This is an optimization exercise on Yosys and OpenROAD, whose aim is small area, a short achievable clock period and few clock cycles per item, not a production implementation.
Function was checked by simulation only, so behaviour that the tests miss may differ from the original.
No activity file was given, so power comes from the tool's default toggle rates.

## flow/design.v (module list and top-level ports; edited modules follow where they fit)
// module gf128_unit: 508 lines
module gf128_unit (
    input  wire         clk,
    input  wire         rst,
    input  wire         in_valid,
    output wire         in_ready,
    input  wire [1:0]   in_op,
    input  wire [127:0] in_data,
    output reg          out_valid,
    output reg          out_err,
    output wire [127:0] out_data
);
  // ...
==> flow/run.sh <==
#!/bin/bash
# synth_recipe.tcl (not shown) runs the flow's synth.tcl, then flattens the netlist and writes it again
# the make line also repeats each setting of config.mk as NAME=value (left out here)
make -C /OpenROAD-flow-scripts/flow DESIGN_CONFIG=/design/flow/config.mk WORK_HOME=/design/flow/orfs CLKGATE_MAP_FILE= SYNTH_SCRIPT=/design/flow/synth_recipe.tcl finish
==> flow/config.mk <==
export PLATFORM = sky130hd
export DESIGN_NAME = gf128_unit
export DESIGN_NICKNAME = gf128_unit
export VERILOG_FILES = /design/flow/design.v
export SDC_FILE = /design/flow/constraint.sdc
export NUM_CORES = 4
export LEC_CHECK = 0
export CAP_MARGIN = 20
export CORE_MARGIN = 2
export CORE_UTILIZATION = 40
export PLACE_DENSITY = 0.6
export SETUP_SLACK_MARGIN = 1.75
export SLEW_MARGIN = 20
==> flow/constraint.sdc <==
create_clock -name core_clock -period 5.0 [get_ports {clk}]
set_input_delay 1.0000 -clock core_clock [delete_from_list [all_inputs] [get_ports {clk}]]
set_output_delay 1.0000 -clock core_clock [all_outputs]
set_load 0.01 [all_outputs]
==> results.toml, run 1 <==
[cells_and_area]
bufAreaShareNonClock_pct = 15.09
regArea_mm2 = 0.009303
nMultiInputCombCells = 9431
final_util_pct = 48.60
inverters = 9
seq-cell-share_pct = 10.48
fillers = 17692

[global_routing]
grt.busiest_layer = "met2"
use_met1_pct = 51.23
overflow = 0

[critical_path]
r2r_end = "c_x[32]$_DFF_P_"
startpoint = "c_x[11]$_DFF_P_"
cp_num_buf_inv = 3
crit_type = "reg -> reg"

[pwr]
powerSeq_w = 0.00504
p_per_area_mw_per_mm2 = 405.8
ir_drop_mv = 0.5339
power_w = 0.03603
switching_share_pct = 51.62

[route]
ant_nets = 0
drc = 0
wl_met3_um = 77440
via_per_inst = 6.062
drtIter0Drc = 15599

[clock_tree]
clk_pin_slew_worst_paths_ns = 0.07
cts-hold-fix-buffers = 0

[yosys]
synth-xor-area-share_pct = 52.82
synth_area_per_cell_um2 = 6.801
synth_ff_type = "dfxtp_1"
synth_nets = 10927
syn_area_mm2 = 0.07338
synth_simple_gate_area_share_pct = 23.97
synth_edf_count = 130
synth_top_family_by_area = "XOR/XNOR gates"
synthTopCellsByArea = "xnor2_1, nand2_1, xor2_1, dfxtp_1, edfxtp_1"

[placement]
pre_cts_ws_ns = 1.159
hpwl_um = 251900
gp_congestion = 1.006

[floorplan]
taps = 2385
initial_utilization_pct = 40.17

[hold_path]
hp-class = "reg -> reg"

[timing]
fmax_mhz = 288.8

[run_status]
status = "no timing/DRC/antenna violations"
Testbench counts, summed over its fixed seeds: cycles 2,760, items 672.
==> run 2, diff against run 1 <==
--- a/flow/design.v
+++ b/flow/design.v
@@ -17,41 +17,37 @@
     localparam NS = 4;
     reg [127:0] h;         
     reg         hvalid;
     reg [127:0] acc;       
     reg         acc_zero;  
     reg         c_valid;
     reg [1:0]   c_op;
     reg [127:0] c_x;       
+    reg [127:0] c_a;       
     reg [1:0] step;
+    reg [127:0] zr;        
     assign out_data = acc;
     wire mul_cmd  = (c_op[0] ^ c_op[1]) & hvalid;    
     wire last     = (step == NS - 1);
     wire done_now = c_valid & (!mul_cmd | last);
     assign in_ready = !c_valid | done_now;
     wire accept   = in_valid & in_ready & !rst;
-    wire [127:0] hp, dp;
+    wire [127:0] hp;
     wire [D-1:0] dg;       
     genvar gi;
     generate
         for (gi = 0; gi < 128; gi = gi + 1) begin : g_rev
             assign hp[gi] = h[127 - gi];
-            assign dp[gi] = in_data[127 - gi];
         end
         for (gi = 0; gi < D; gi = gi + 1) begin : g_dig
-            assign dg[gi] = c_x[D - 1 - gi];
-        end
-    endgenerate
-    wire [127:0] zs;
-    generate
-        for (gi = 0; gi < 128; gi = gi + 1) begin : g_zs
-            assign zs[gi] = (step != 0) & acc[127 - gi];
+            assign dg[gi] = c_x[D - 1 - gi] ^ c_a[D - 1 - gi];
         end
     endgenerate
+    wire [127:0] zs = (step == 0) ? 128'd0 : zr;
     wire [158:0] s;
     assign s[0] = (dg[0] & hp[0]);
     assign s[1] = ((dg[0] & hp[1]) ^ (dg[1] & hp[0]));
     assign s[2] = ((dg[2] & hp[0]) ^ ((dg[0] & hp[2]) ^ (dg[1] & hp[1])));
     assign s[3] = (((dg[0] & hp[3]) ^ (dg[1] & hp[2])) ^ ((dg[2] & hp[1]) ^ (dg[3] & hp[0])));
     assign s[4] = (((dg[2] & hp[2]) ^ (dg[3] & hp[1])) ^ ((dg[4] & hp[0]) ^ ((dg[0] & hp[4]) ^ (dg[1] & hp[3]))));
     assign s[5] = (((dg[4] & hp[1]) ^ (dg[5] & hp[0])) ^ (((dg[0] & hp[5]) ^ (dg[1] & hp[4])) ^ ((dg[2] & hp[3]) ^ (dg[3] & hp[2]))));
     assign s[6] = (((dg[6] & hp[0]) ^ ((dg[0] & hp[6]) ^ (dg[1] & hp[5]))) ^ (((dg[2] & hp[4]) ^ (dg[3] & hp[3])) ^ ((dg[4] & hp[2]) ^ (dg[5] & hp[1]))));
@@ -202,17 +198,17 @@
     assign s[151] = ((((dg[24] & hp[127]) ^ (dg[25] & hp[126])) ^ ((dg[26] & hp[125]) ^ (dg[27] & hp[124]))) ^ (((dg[28] & hp[123]) ^ (dg[29] & hp[122])) ^ ((dg[30] & hp[121]) ^ (dg[31] & hp[120]))));
     assign s[152] = (((dg[31] & hp[121]) ^ ((dg[25] & hp[127]) ^ (dg[26] & hp[126]))) ^ (((dg[27] & hp[125]) ^ (dg[28] & hp[124])) ^ ((dg[29] & hp[123]) ^ (dg[30] & hp[122]))));
     assign s[153] = (((dg[30] & hp[123]) ^ (dg[31] & hp[122])) ^ (((dg[26] & hp[127]) ^ (dg[27] & hp[126])) ^ ((dg[28] & hp[125]) ^ (dg[29] & hp[124]))));
     assign s[154] = (((dg[29] & hp[125]) ^ (dg[30] & hp[124])) ^ ((dg[31] & hp[123]) ^ ((dg[27] & hp[127]) ^ (dg[28] & hp[126]))));
     assign s[155] = (((dg[28] & hp[127]) ^ (dg[29] & hp[126])) ^ ((dg[30] & hp[125]) ^ (dg[31] & hp[124])));
     assign s[156] = ((dg[31] & hp[125]) ^ ((dg[29] & hp[127]) ^ (dg[30] & hp[126])));
     assign s[157] = ((dg[30] & hp[127]) ^ (dg[31] & hp[126]));
     assign s[158] = (dg[31] & hp[127]);
-    wire [127:0] zn, znd;
+    wire [127:0] zn;
     assign zn[0] = ((zs[96] ^ s[0]) ^ s[128]);
     assign zn[1] = (s[129] ^ (((zs[96] ^ zs[97]) ^ s[1]) ^ s[128]));
     assign zn[2] = ((((zs[98] ^ (zs[96] ^ zs[97])) ^ s[2]) ^ s[128]) ^ (s[129] ^ s[130]));
     assign zn[3] = ((((zs[99] ^ (zs[97] ^ zs[98])) ^ s[3]) ^ s[129]) ^ (s[130] ^ s[131]));
     assign zn[4] = ((((zs[100] ^ (zs[98] ^ zs[99])) ^ s[4]) ^ s[130]) ^ (s[131] ^ s[132]));
     assign zn[5] = ((((zs[101] ^ (zs[99] ^ zs[100])) ^ s[5]) ^ s[131]) ^ (s[132] ^ s[133]));
     assign zn[6] = ((((zs[102] ^ (zs[100] ^ zs[101])) ^ s[6]) ^ s[132]) ^ (s[133] ^ s[134]));
     assign zn[7] = ((s[133] ^ s[134]) ^ (s[135] ^ ((((zs[96] ^ zs[101]) ^ (zs[102] ^ zs[103])) ^ s[7]) ^ s[128])));
@@ -331,168 +327,39 @@
     assign zn[120] = (zs[88] ^ s[120]);
     assign zn[121] = (zs[89] ^ s[121]);
     assign zn[122] = (zs[90] ^ s[122]);
     assign zn[123] = (zs[91] ^ s[123]);
     assign zn[124] = (zs[92] ^ s[124]);
     assign zn[125] = (zs[93] ^ s[125]);
     assign zn[126] = (zs[94] ^ s[126]);
     assign zn[127] = (zs[95] ^ s[127]);
-    assign znd[0] = ((s[0] ^ (zs[96] ^ dp[0])) ^ s[128]);
-    assign znd[1] = (s[129] ^ ((s[1] ^ (dp[1] ^ (zs[96] ^ zs[97]))) ^ s[128]));
-    assign znd[2] = (((((zs[96] ^ zs[97]) ^ (zs[98] ^ dp[2])) ^ s[2]) ^ s[128]) ^ (s[129] ^ s[130]));
-    assign znd[3] = (((((zs[97] ^ zs[98]) ^ (zs[99] ^ dp[3])) ^ s[3]) ^ s[129]) ^ (s[130] ^ s[131]));
-    assign znd[4] = (((((zs[98] ^ zs[99]) ^ (zs[100] ^ dp[4])) ^ s[4]) ^ s[130]) ^ (s[131] ^ s[132]));
-    assign znd[5] = (((((zs[99] ^ zs[100]) ^ (zs[101] ^ dp[5])) ^ s[5]) ^ s[131]) ^ (s[132] ^ s[133]));
-    assign znd[6] = (((((zs[100] ^ zs[101]) ^ (zs[102] ^ dp[6])) ^ s[6]) ^ s[132]) ^ (s[133] ^ s[134]));
-    assign znd[7] = ((s[133] ^ s[134]) ^ (s[135] ^ ((((zs[102] ^ zs[103]) ^ (dp[7] ^ (zs[96] ^ zs[101]))) ^ s[7]) ^ s[128])));
-    assign znd[8] = ((s[135] ^ s[136]) ^ ((((zs[103] ^ zs[104]) ^ (dp[8] ^ (zs[97] ^ zs[102]))) ^ s[8]) ^ (s[129] ^ s[134])));
-    assign znd[9] = ((s[136] ^ s[137]) ^ ((((zs[104] ^ zs[105]) ^ (dp[9] ^ (zs[98] ^ zs[103]))) ^ s[9]) ^ (s[130] ^ s[135])));
-    assign znd[10] = ((s[137] ^ s[138]) ^ ((((zs[105] ^ zs[106]) ^ (dp[10] ^ (zs[99] ^ zs[104]))) ^ s[10]) ^ (s[131] ^ s[136])));
-    assign znd[11] = ((s[138] ^ s[139]) ^ ((((zs[106] ^ zs[107]) ^ (dp[11] ^ (zs[100] ^ zs[105]))) ^ s[11]) ^ (s[132] ^ s[137])));
-    assign znd[12] = ((s[139] ^ s[140]) ^ ((((zs[107] ^ zs[108]) ^ (dp[12] ^ (zs[101] ^ zs[106]))) ^ s[12]) ^ (s[133] ^ s[138])));
-    assign znd[13] = ((s[140] ^ s[141]) ^ ((((zs[108] ^ zs[109]) ^ (dp[13] ^ (zs[102] ^ zs[107]))) ^ s[13]) ^ (s[134] ^ s[139])));
-    assign znd[14] = ((s[141] ^ s[142]) ^ ((((zs[109] ^ zs[110]) ^ (dp[14] ^ (zs[103] ^ zs[108]))) ^ s[14]) ^ (s[135] ^ s[140])));
-    assign znd[15] = ((s[141] ^ s[142]) ^ ((((zs[110] ^ zs[111]) ^ (dp[15] ^ (zs[104] ^ zs[109]))) ^ s[15]) ^ (s[143] ^ s[136])));
-    assign znd[16] = ((s[137] ^ s[142]) ^ ((((zs[111] ^ zs[112]) ^ (dp[16] ^ (zs[105] ^ zs[110]))) ^ s[143]) ^ (s[144] ^ s[16])));
-    assign znd[17] = ((s[17] ^ s[138]) ^ ((((zs[112] ^ zs[113]) ^ (dp[17] ^ (zs[106] ^ zs[111]))) ^ s[143]) ^ (s[144] ^ s[145])));
-    assign znd[18] = ((s[18] ^ s[139]) ^ ((((zs[113] ^ zs[114]) ^ (dp[18] ^ (zs[107] ^ zs[112]))) ^ s[144]) ^ (s[145] ^ s[146])));
-    assign znd[19] = ((s[19] ^ s[140]) ^ ((((zs[114] ^ zs[115]) ^ (dp[19] ^ (zs[108] ^ zs[113]))) ^ s[145]) ^ (s[146] ^ s[147])));
-    assign znd[20] = ((s[20] ^ s[141]) ^ ((((zs[115] ^ zs[116]) ^ (dp[20] ^ (zs[109] ^ zs[114]))) ^ s[146]) ^ (s[147] ^ s[148])));
-    assign znd[21] = ((s[21] ^ s[142]) ^ ((((zs[116] ^ zs[117]) ^ (dp[21] ^ (zs[110] ^ zs[115]))) ^ s[147]) ^ (s[148] ^ s[149])));
-    assign znd[22] = ((s[150] ^ s[22]) ^ ((((zs[117] ^ zs[118]) ^ (dp[22] ^ (zs[111] ^ zs[116]))) ^ s[143]) ^ (s[148] ^ s[149])));
-    assign znd[23] = ((s[150] ^ (((zs[118] ^ zs[119]) ^ (dp[23] ^ (zs[112] ^ zs[117]))) ^ s[151])) ^ (s[23] ^ (s[144] ^ s[149])));
-    assign znd[24] = ((s[150] ^ (((zs[119] ^ zs[120]) ^ (dp[24] ^ (zs[113] ^ zs[118]))) ^ s[151])) ^ (s[24] ^ (s[152] ^ s[145])));
-    assign znd[25] = ((s[146] ^ (((zs[120] ^ zs[121]) ^ (dp[25] ^ (zs[114] ^ zs[119]))) ^ s[151])) ^ ((s[152] ^ s[153]) ^ s[25]));
-    assign znd[26] = ((s[147] ^ (((zs[121] ^ zs[122]) ^ (dp[26] ^ (zs[115] ^ zs[120]))) ^ s[152])) ^ ((s[153] ^ s[154]) ^ s[26]));
-    assign znd[27] = (((s[155] ^ ((zs[122] ^ zs[123]) ^ (dp[27] ^ (zs[116] ^ zs[121])))) ^ s[148]) ^ ((s[153] ^ s[154]) ^ s[27]));
-    assign znd[28] = (((s[155] ^ s[156]) ^ s[149]) ^ ((((zs[123] ^ zs[124]) ^ (dp[28] ^ (zs[117] ^ zs[122]))) ^ s[154]) ^ s[28]));
-    assign znd[29] = (s[29] ^ (s[150] ^ (((dp[29] ^ (zs[118] ^ zs[123])) ^ s[155]) ^ (s[156] ^ ((zs[124] ^ zs[125]) ^ s[157])))));
-    assign znd[30] = (s[30] ^ ((((zs[119] ^ zs[124]) ^ (zs[125] ^ zs[126])) ^ s[156]) ^ ((s[157] ^ (dp[30] ^ s[158])) ^ s[151])));
-    assign znd[31] = ((s[152] ^ (((zs[120] ^ zs[125]) ^ (zs[126] ^ zs[127])) ^ (s[157] ^ (dp[31] ^ s[158])))) ^ s[31]);
-    assign znd[32] = ((((dp[32] ^ s[158]) ^ ((zs[0] ^ zs[121]) ^ (zs[126] ^ zs[127]))) ^ s[153]) ^ s[32]);
-    assign znd[33] = ((((zs[1] ^ zs[122]) ^ (zs[127] ^ dp[33])) ^ s[154]) ^ s[33]);
-    assign znd[34] = (((dp[34] ^ (zs[2] ^ zs[123])) ^ s[155]) ^ s[34]);
-    assign znd[35] = (((dp[35] ^ (zs[3] ^ zs[124])) ^ s[156]) ^ s[35]);
-    assign znd[36] = ((s[157] ^ (dp[36] ^ (zs[4] ^ zs[125]))) ^ s[36]);
-    assign znd[37] = (((zs[5] ^ zs[126]) ^ (dp[37] ^ s[158])) ^ s[37]);
-    assign znd[38] = ((dp[38] ^ (zs[6] ^ zs[127])) ^ s[38]);
-    assign znd[39] = ((zs[7] ^ dp[39]) ^ s[39]);
-    assign znd[40] = ((zs[8] ^ dp[40]) ^ s[40]);
-    assign znd[41] = ((zs[9] ^ dp[41]) ^ s[41]);
-    assign znd[42] = ((zs[10] ^ dp[42]) ^ s[42]);
-    assign znd[43] = ((zs[11] ^ dp[43]) ^ s[43]);
-    assign znd[44] = ((zs[12] ^ dp[44]) ^ s[44]);
-    assign znd[45] = ((zs[13] ^ dp[45]) ^ s[45]);
-    assign znd[46] = ((zs[14] ^ dp[46]) ^ s[46]);
-    assign znd[47] = ((zs[15] ^ dp[47]) ^ s[47]);
-    assign znd[48] = ((zs[16] ^ dp[48]) ^ s[48]);
-    assign znd[49] = ((zs[17] ^ dp[49]) ^ s[49]);
-    assign znd[50] = ((zs[18] ^ dp[50]) ^ s[50]);
-    assign znd[51] = ((zs[19] ^ dp[51]) ^ s[51]);
-    assign znd[52] = ((zs[20] ^ dp[52]) ^ s[52]);
-    assign znd[53] = ((zs[21] ^ dp[53]) ^ s[53]);
-    assign znd[54] = ((zs[22] ^ dp[54]) ^ s[54]);
-    assign znd[55] = ((zs[23] ^ dp[55]) ^ s[55]);
-    assign znd[56] = ((zs[24] ^ dp[56]) ^ s[56]);
-    assign znd[57] = ((zs[25] ^ dp[57]) ^ s[57]);
-    assign znd[58] = ((zs[26] ^ dp[58]) ^ s[58]);
-    assign znd[59] = ((zs[27] ^ dp[59]) ^ s[59]);
-    assign znd[60] = ((zs[28] ^ dp[60]) ^ s[60]);
-    assign znd[61] = ((zs[29] ^ dp[61]) ^ s[61]);
-    assign znd[62] = ((zs[30] ^ dp[62]) ^ s[62]);
-    assign znd[63] = ((zs[31] ^ dp[63]) ^ s[63]);
-    assign znd[64] = ((zs[32] ^ dp[64]) ^ s[64]);
-    assign znd[65] = ((zs[33] ^ dp[65]) ^ s[65]);
-    assign znd[66] = ((zs[34] ^ dp[66]) ^ s[66]);
-    assign znd[67] = ((zs[35] ^ dp[67]) ^ s[67]);
-    assign znd[68] = ((zs[36] ^ dp[68]) ^ s[68]);
-    assign znd[69] = ((zs[37] ^ dp[69]) ^ s[69]);
-    assign znd[70] = ((zs[38] ^ dp[70]) ^ s[70]);
-    assign znd[71] = ((zs[39] ^ dp[71]) ^ s[71]);
-    assign znd[72] = ((zs[40] ^ dp[72]) ^ s[72]);
-    assign znd[73] = ((zs[41] ^ dp[73]) ^ s[73]);
-    assign znd[74] = ((zs[42] ^ dp[74]) ^ s[74]);
-    assign znd[75] = ((zs[43] ^ dp[75]) ^ s[75]);
-    assign znd[76] = ((zs[44] ^ dp[76]) ^ s[76]);
-    assign znd[77] = ((zs[45] ^ dp[77]) ^ s[77]);
-    assign znd[78] = ((zs[46] ^ dp[78]) ^ s[78]);
-    assign znd[79] = ((zs[47] ^ dp[79]) ^ s[79]);
-    assign znd[80] = ((zs[48] ^ dp[80]) ^ s[80]);
-    assign znd[81] = ((zs[49] ^ dp[81]) ^ s[81]);
-    assign znd[82] = ((zs[50] ^ dp[82]) ^ s[82]);
-    assign znd[83] = ((zs[51] ^ dp[83]) ^ s[83]);
-    assign znd[84] = ((zs[52] ^ dp[84]) ^ s[84]);
-    assign znd[85] = ((zs[53] ^ dp[85]) ^ s[85]);
-    assign znd[86] = ((zs[54] ^ dp[86]) ^ s[86]);
-    assign znd[87] = ((zs[55] ^ dp[87]) ^ s[87]);
-    assign znd[88] = ((zs[56] ^ dp[88]) ^ s[88]);
-    assign znd[89] = ((zs[57] ^ dp[89]) ^ s[89]);
-    assign znd[90] = ((zs[58] ^ dp[90]) ^ s[90]);
-    assign znd[91] = ((zs[59] ^ dp[91]) ^ s[91]);
-    assign znd[92] = ((zs[60] ^ dp[92]) ^ s[92]);
-    assign znd[93] = ((zs[61] ^ dp[93]) ^ s[93]);
-    assign znd[94] = ((zs[62] ^ dp[94]) ^ s[94]);
-    assign znd[95] = ((zs[63] ^ dp[95]) ^ s[95]);
-    assign znd[96] = ((zs[64] ^ dp[96]) ^ s[96]);
-    assign znd[97] = ((zs[65] ^ dp[97]) ^ s[97]);
-    assign znd[98] = ((zs[66] ^ dp[98]) ^ s[98]);
-    assign znd[99] = ((zs[67] ^ dp[99]) ^ s[99]);
-    assign znd[100] = ((zs[68] ^ dp[100]) ^ s[100]);
-    assign znd[101] = ((zs[69] ^ dp[101]) ^ s[101]);
-    assign znd[102] = ((zs[70] ^ dp[102]) ^ s[102]);
-    assign znd[103] = ((zs[71] ^ dp[103]) ^ s[103]);
-    assign znd[104] = ((zs[72] ^ dp[104]) ^ s[104]);
-    assign znd[105] = ((zs[73] ^ dp[105]) ^ s[105]);
-    assign znd[106] = ((zs[74] ^ dp[106]) ^ s[106]);
-    assign znd[107] = ((zs[75] ^ dp[107]) ^ s[107]);
-    assign znd[108] = ((zs[76] ^ dp[108]) ^ s[108]);
-    assign znd[109] = ((zs[77] ^ dp[109]) ^ s[109]);
-    assign znd[110] = ((zs[78] ^ dp[110]) ^ s[110]);
-    assign znd[111] = ((zs[79] ^ dp[111]) ^ s[111]);
-    assign znd[112] = ((zs[80] ^ dp[112]) ^ s[112]);
-    assign znd[113] = ((zs[81] ^ dp[113]) ^ s[113]);
-    assign znd[114] = ((zs[82] ^ dp[114]) ^ s[114]);
-    assign znd[115] = ((zs[83] ^ dp[115]) ^ s[115]);
-    assign znd[116] = ((zs[84] ^ dp[116]) ^ s[116]);
-    assign znd[117] = ((zs[85] ^ dp[117]) ^ s[117]);
-    assign znd[118] = ((zs[86] ^ dp[118]) ^ s[118]);
-    assign znd[119] = ((zs[87] ^ dp[119]) ^ s[119]);
-    assign znd[120] = ((zs[88] ^ dp[120]) ^ s[120]);
-    assign znd[121] = ((zs[89] ^ dp[121]) ^ s[121]);
-    assign znd[122] = ((zs[90] ^ dp[122]) ^ s[122]);
-    assign znd[123] = ((zs[91] ^ dp[123]) ^ s[123]);
-    assign znd[124] = ((zs[92] ^ dp[124]) ^ s[124]);
-    assign znd[125] = ((zs[93] ^ dp[125]) ^ s[125]);
-    assign znd[126] = ((zs[94] ^ dp[126]) ^ s[126]);
-    assign znd[127] = ((zs[95] ^ dp[127]) ^ s[127]);
-    wire [127:0] zw, zwd;   
+    wire [127:0] zw;        
     generate
         for (gi = 0; gi < 128; gi = gi + 1) begin : g_out
             assign zw[127 - gi]  = zn[gi];
-            assign zwd[127 - gi] = znd[gi];
         end
     endgenerate
-    wire mul_run = c_valid & mul_cmd;           
-    wire mul_we  = mul_run & last;              
+    wire mul_we  = c_valid & mul_cmd & last;
     wire load_we = c_valid & (c_op == OP_LOADZ);
     wire acc_zero_next = rst | (acc_zero & !(mul_we | load_we));
-    wire [127:0] acc_next = mul_run ? zw : (load_we ? c_x : acc);
+    wire [127:0] acc_next = mul_we ? zw : (load_we ? c_x : acc);
     wire in_fold = (in_op == OP_FOLD) & !acc_zero_next;
-    wire [127:0] x_next = !in_fold ? in_data :
-                          mul_we   ? zwd : ((load_we ? c_x : acc) ^ in_data);
     always @(posedge clk) begin
         acc      <= acc_next;
         acc_zero <= acc_zero_next;
+        zr       <= zn;
         if (accept) begin
             c_op <= in_op;
-            c_x  <= x_next;
+            c_x  <= in_data;
+            c_a  <= in_fold ? acc_next : 128'd0;
             step <= 0;
         end else begin
             c_x  <= c_x >> D;
+            c_a  <= c_a >> D;
             step <= step + 1'b1;
         end
         if (rst) begin
             c_valid   <= 1'b0;
             hvalid    <= 1'b0;
             out_valid <= 1'b0;
             out_err   <= 1'b0;
         end else begin
==> flow/config.mk (replaced) <==
export PLATFORM = sky130hd
export DESIGN_NAME = gf128_unit
export DESIGN_NICKNAME = gf128_unit
export VERILOG_FILES = /design/flow/design.v
export SDC_FILE = /design/flow/constraint.sdc
export NUM_CORES = 4
export LEC_CHECK = 0
export CAP_MARGIN = 20
export CORE_MARGIN = 2
export CORE_UTILIZATION = 40
export PLACE_DENSITY = 0.6
export SETUP_SLACK_MARGIN = 1.5
export SLEW_MARGIN = 20
==> results.toml, run 2 <==
[clock_tree]
cts_sinks = 649
cts_tree = "yes"
clk_latency_ns = 0.67
cts_max_path_buffers = 3
cts_buffers = 69
cts_root_buf = "clkbuf_16"
htreeDepth = 3
clk_pin_slew_worst_paths_ns = 0.07

[timing]
maxSlewViolCount = 0
period_minus_slack_ns = 3.668
worst_pin_slew_ns = 1.277
slew_headroom_pct = 14.89
min_period_over_period_pct = 73.36
timing.setup.tns_ns = 0
finalClockSkew_ns = 0.03496
fin_ws_ns = 1.332
setup_violations = 0
rsz0062_at_grt = "yes"
fmax_mhz = 272.6
hold_viol_final = 0

[floorplan]
die_h_um = 446.6
fp.coreArea_mm2 = 0.1948
placementRows = 162
dieWidth_um = 446.6
ioPinCount = 264
initial_utilization_pct = 40.23
fp.dieArea_mm2 = 0.1995

[critical_path]
startpoint = "h[98]$_DFFE_PP_"
cp.arrival_ns = 4.26
critPathSlowestCell = "edfxtp_1"
critPathCaptureType = "flip-flop"
crit_chain = "buf_4 -> nand2_1 -> xnor2_1 -> xnor2_1 -> xnor2_1 -> xnor3_2 -> a21oi_1 -> a22o_1"
cpPeakStageDelay_ns = 0.97
r2r-start = "h[98]$_DFFE_PP_"
cp.required_ns = 5.59
cp_num_buf_inv = 1
cp_max_fo = 18
start_kind = "flip-flop"
crit_type = "reg -> reg"
cp_top_family = "XOR/XNOR gates"
crit_top_cell = "xnor2_1"

[yosys]
yosysMostFrequentCell = "nand2_1"
yosysWarningCount = 1
ys_seq_area_share_pct = 18.24
synth_nets = 11107
synth_edf_count = 130
synthTopCellsByArea = "xnor2_1, nand2_1, dfxtp_1, xor2_1, xnor3_1"
syn_area_mm2 = 0.07837
ys_types = 45
synth_ff_type = "dfxtp_1"
yosys-top-cells-count = "nand2_1, xnor2_1, xor2_1, dfxtp_1, clkbuf_1"
syn_inst = 10970
synth_top_area_share_pct = 32.57
ys_seq_elements = 649
synth_area_per_cell_um2 = 7.144
synth_top_area_cell = "xnor2_1"
synthArstFlopShare_pct = 0

[route]
drc = 0
vias = 82067
drtPass1Iterations = 8
via_per_inst = 5.951
ant_nets = 0
wl_per_cell_um = 32.06
wl_um = 442100
drtIter0Drc = 14687

[cells_and_area]
area_delta_synth_final_pct = 17.90
fillers = 18972
nets = 11219
final_common_cell = "nand2_1"
regArea_mm2 = 0.01435
final_util_pct = 47.43
drive_gt1_share_pct = 9.598
final_cell_mix = "nand2_1, xnor2_1, xor2_1"
final_cell_count_no_fill = 13790
multi_input_area_mm2 = 0.06151

[hold_path]
hp-class = "reg -> reg"
hold_start = "c_a[50]$_DFF_P_"

[global_routing]
antenna_found_initial = 50
grt_max_degree = 197
grt_pass1_wl_um = 591800
grt_usage_pct = 41.50
first_global_vias = 76339
overflow = 0

[placement]
portBuffers = 263
gp_congestion = 1.029
placed_cells = 13375
hpwl_um = 265100
pre_cts_ws_ns = 0.7336

[run_status]
status = "no timing/DRC/antenna violations"

[job]
maxCapViolations = 0

[pwr]
ir_drop_mv = 0.8548
p_per_area_mw_per_mm2 = 517.0
p_leak_nw = 32.91
power_w = 0.04776
run 2: cell count changes in the layout (fill, tap and decap cells not counted), sizes merged, moves of 93 or more:
| cell | before | now |
|---|---|---|
| a21oi | 142 | 37 |
| a22o | 0 | 96 |
| buf | 892 | 710 |
| dfxtp | 263 | 519 |
| mux2i | 129 | 1 |
| nand2 | 4312 | 4649 |
| nand3 | 2 | 97 |
| nor2 | 195 | 45 |
| o211ai | 115 | 0 |
| o21a | 1 | 94 |
| o21ai | 109 | 4 |
| xnor2 | 3241 | 2920 |
| xnor3 | 65 | 183 |
run 2: worst paths after layout:
kind,cells past startpoint,to,slack [ns]
worst max register to register,8,c_a[94]$_DFF_P_,1.33
worst min-delay path,1,c_a[18]$_DFF_P_,0.45
worst min register to register,1,c_a[18]$_DFF_P_,0.45
worst max-delay path,8,c_a[94]$_DFF_P_,1.33
run 2: cell families (layout without fill, tap and decap cells):
family	count (synthesis)	after routing	synth area share [%]
simple gates	4935	4935	24.26
xor+xnor	4104	4105	49.26
buf+inv	991	1158	5.326
flops	649	649	18.24
compound gates	286	286	2.831
fa+ha+maj	4	4	0.06387
mux	1	1	0.01277
other cells	0	28	0
run 2: power by group:
group / total [W] / leakage, nW / switching, W / internal, W
sequential: 0.00780 / 5.56 / 0.00135 / 0.00645
clock: 0.00534 / 1.10 / 0.00246 / 0.00288
combinational: 0.0346 / 26.3 / 0.0205 / 0.0141
run 2: metal layers:
| layer | track usage (%) | wire length [µm] | share of wire (%) | vias to the layer above |
|---|---|---|---|---|
| met5 | 0 | 542 | 0.12 | - |
| met4 | 32.83 | 45990 | 10 | 61 |
| met3 | 14.37 | 73020 | 17 | 2381 |
| met2 | 58.13 | 171400 | 39 | 7863 |
| met1 | 51.42 | 151200 | 34 | 38557 |
| li1 | - | - | - | 33205 |
run 2: worst register-to-register path, delay by kind of cell (launching register included):
family	cells	cell delay [ns]
and+or+nand+nor	1	0.13
xor gates and xnor gates	4	1.55
DFF	1	0.97
buffers and inverters	1	0.51
AOI/OAI and AO/OA	2	0.44
run 2: what timing repair did:
item / CTS / global route
endpoints found under the setup margin: 288 / 131
pin swaps: 14 / 38
gates cloned: 12 / 20
hold buffers: 0 / 0
buffers inserted: 151 / 76
endpoints found under the hold margin: 0 / 0
resized for setup: 85 / 175
run 2: final cells by class:
class,instances,area share [%]
Inverter,29,0.1192
Tap cell,2624,3.553
Clock inverter,36,0.3304
Clock buffer,91,2.092
Sequential cell,649,15.53
Timing Repair Buffer,1002,11.73
Antenna cell,28,0.07584
Multi-Input combinational cell,9331,66.57
run 2: metrics by stage:
stage | area [µm²] | hold WS [ns]
floorplan | 78370 | 0.4173
global placement | 85580 | 0.4336
detailed placement | 85600 | 0.4348
CTS | 90210 | 0.4501
global route | 92330 | 0.4700
finish | 92390 | 0.4496
Testbench counts of run 2, summed over its fixed seeds: cycles 2,760, items 672.

afterwards: timing with drivers on the ports:
No port has a modelled driver above. Below, the same layouts with a new extraction and two added sets of constraints.
Step 1 (the two cells are an assumption about what drives the block):
set clk [get_ports {clk}]
set_driving_cell -lib_cell sky130_fd_sc_hd__clkbuf_16 $clk
set_driving_cell -lib_cell sky130_fd_sc_hd__buf_2 [delete_from_list [all_inputs] $clk]
Step 2 moves the port delays by t, midway between the first and last clock arrival at a register: inputs arrive t later, outputs are due t later. That takes back most of the time a late clock gives input paths.
Three values: ideal ports, drivers, drivers and shift; two values: the first two.
| run | t, ns | setup WS [ns] | hold slack, ns | clock arrival spread, ns |
|---|---|---|---|---|
| run 1 | 0.783 | 1.537 / 1.537 / 1.407 | 0.462 / 0.462 / 0.462 | 0.031 / 0.032 |
| run 2 | 0.721 | 1.332 / 1.332 / 1.312 | 0.450 / 0.450 / 0.450 | 0.036 / 0.036 |
After both steps every run listed still meets setup and hold. The setup slack of run 1, which loses most, moves by 0.000 ns with the drivers and by -0.130 ns with both steps.
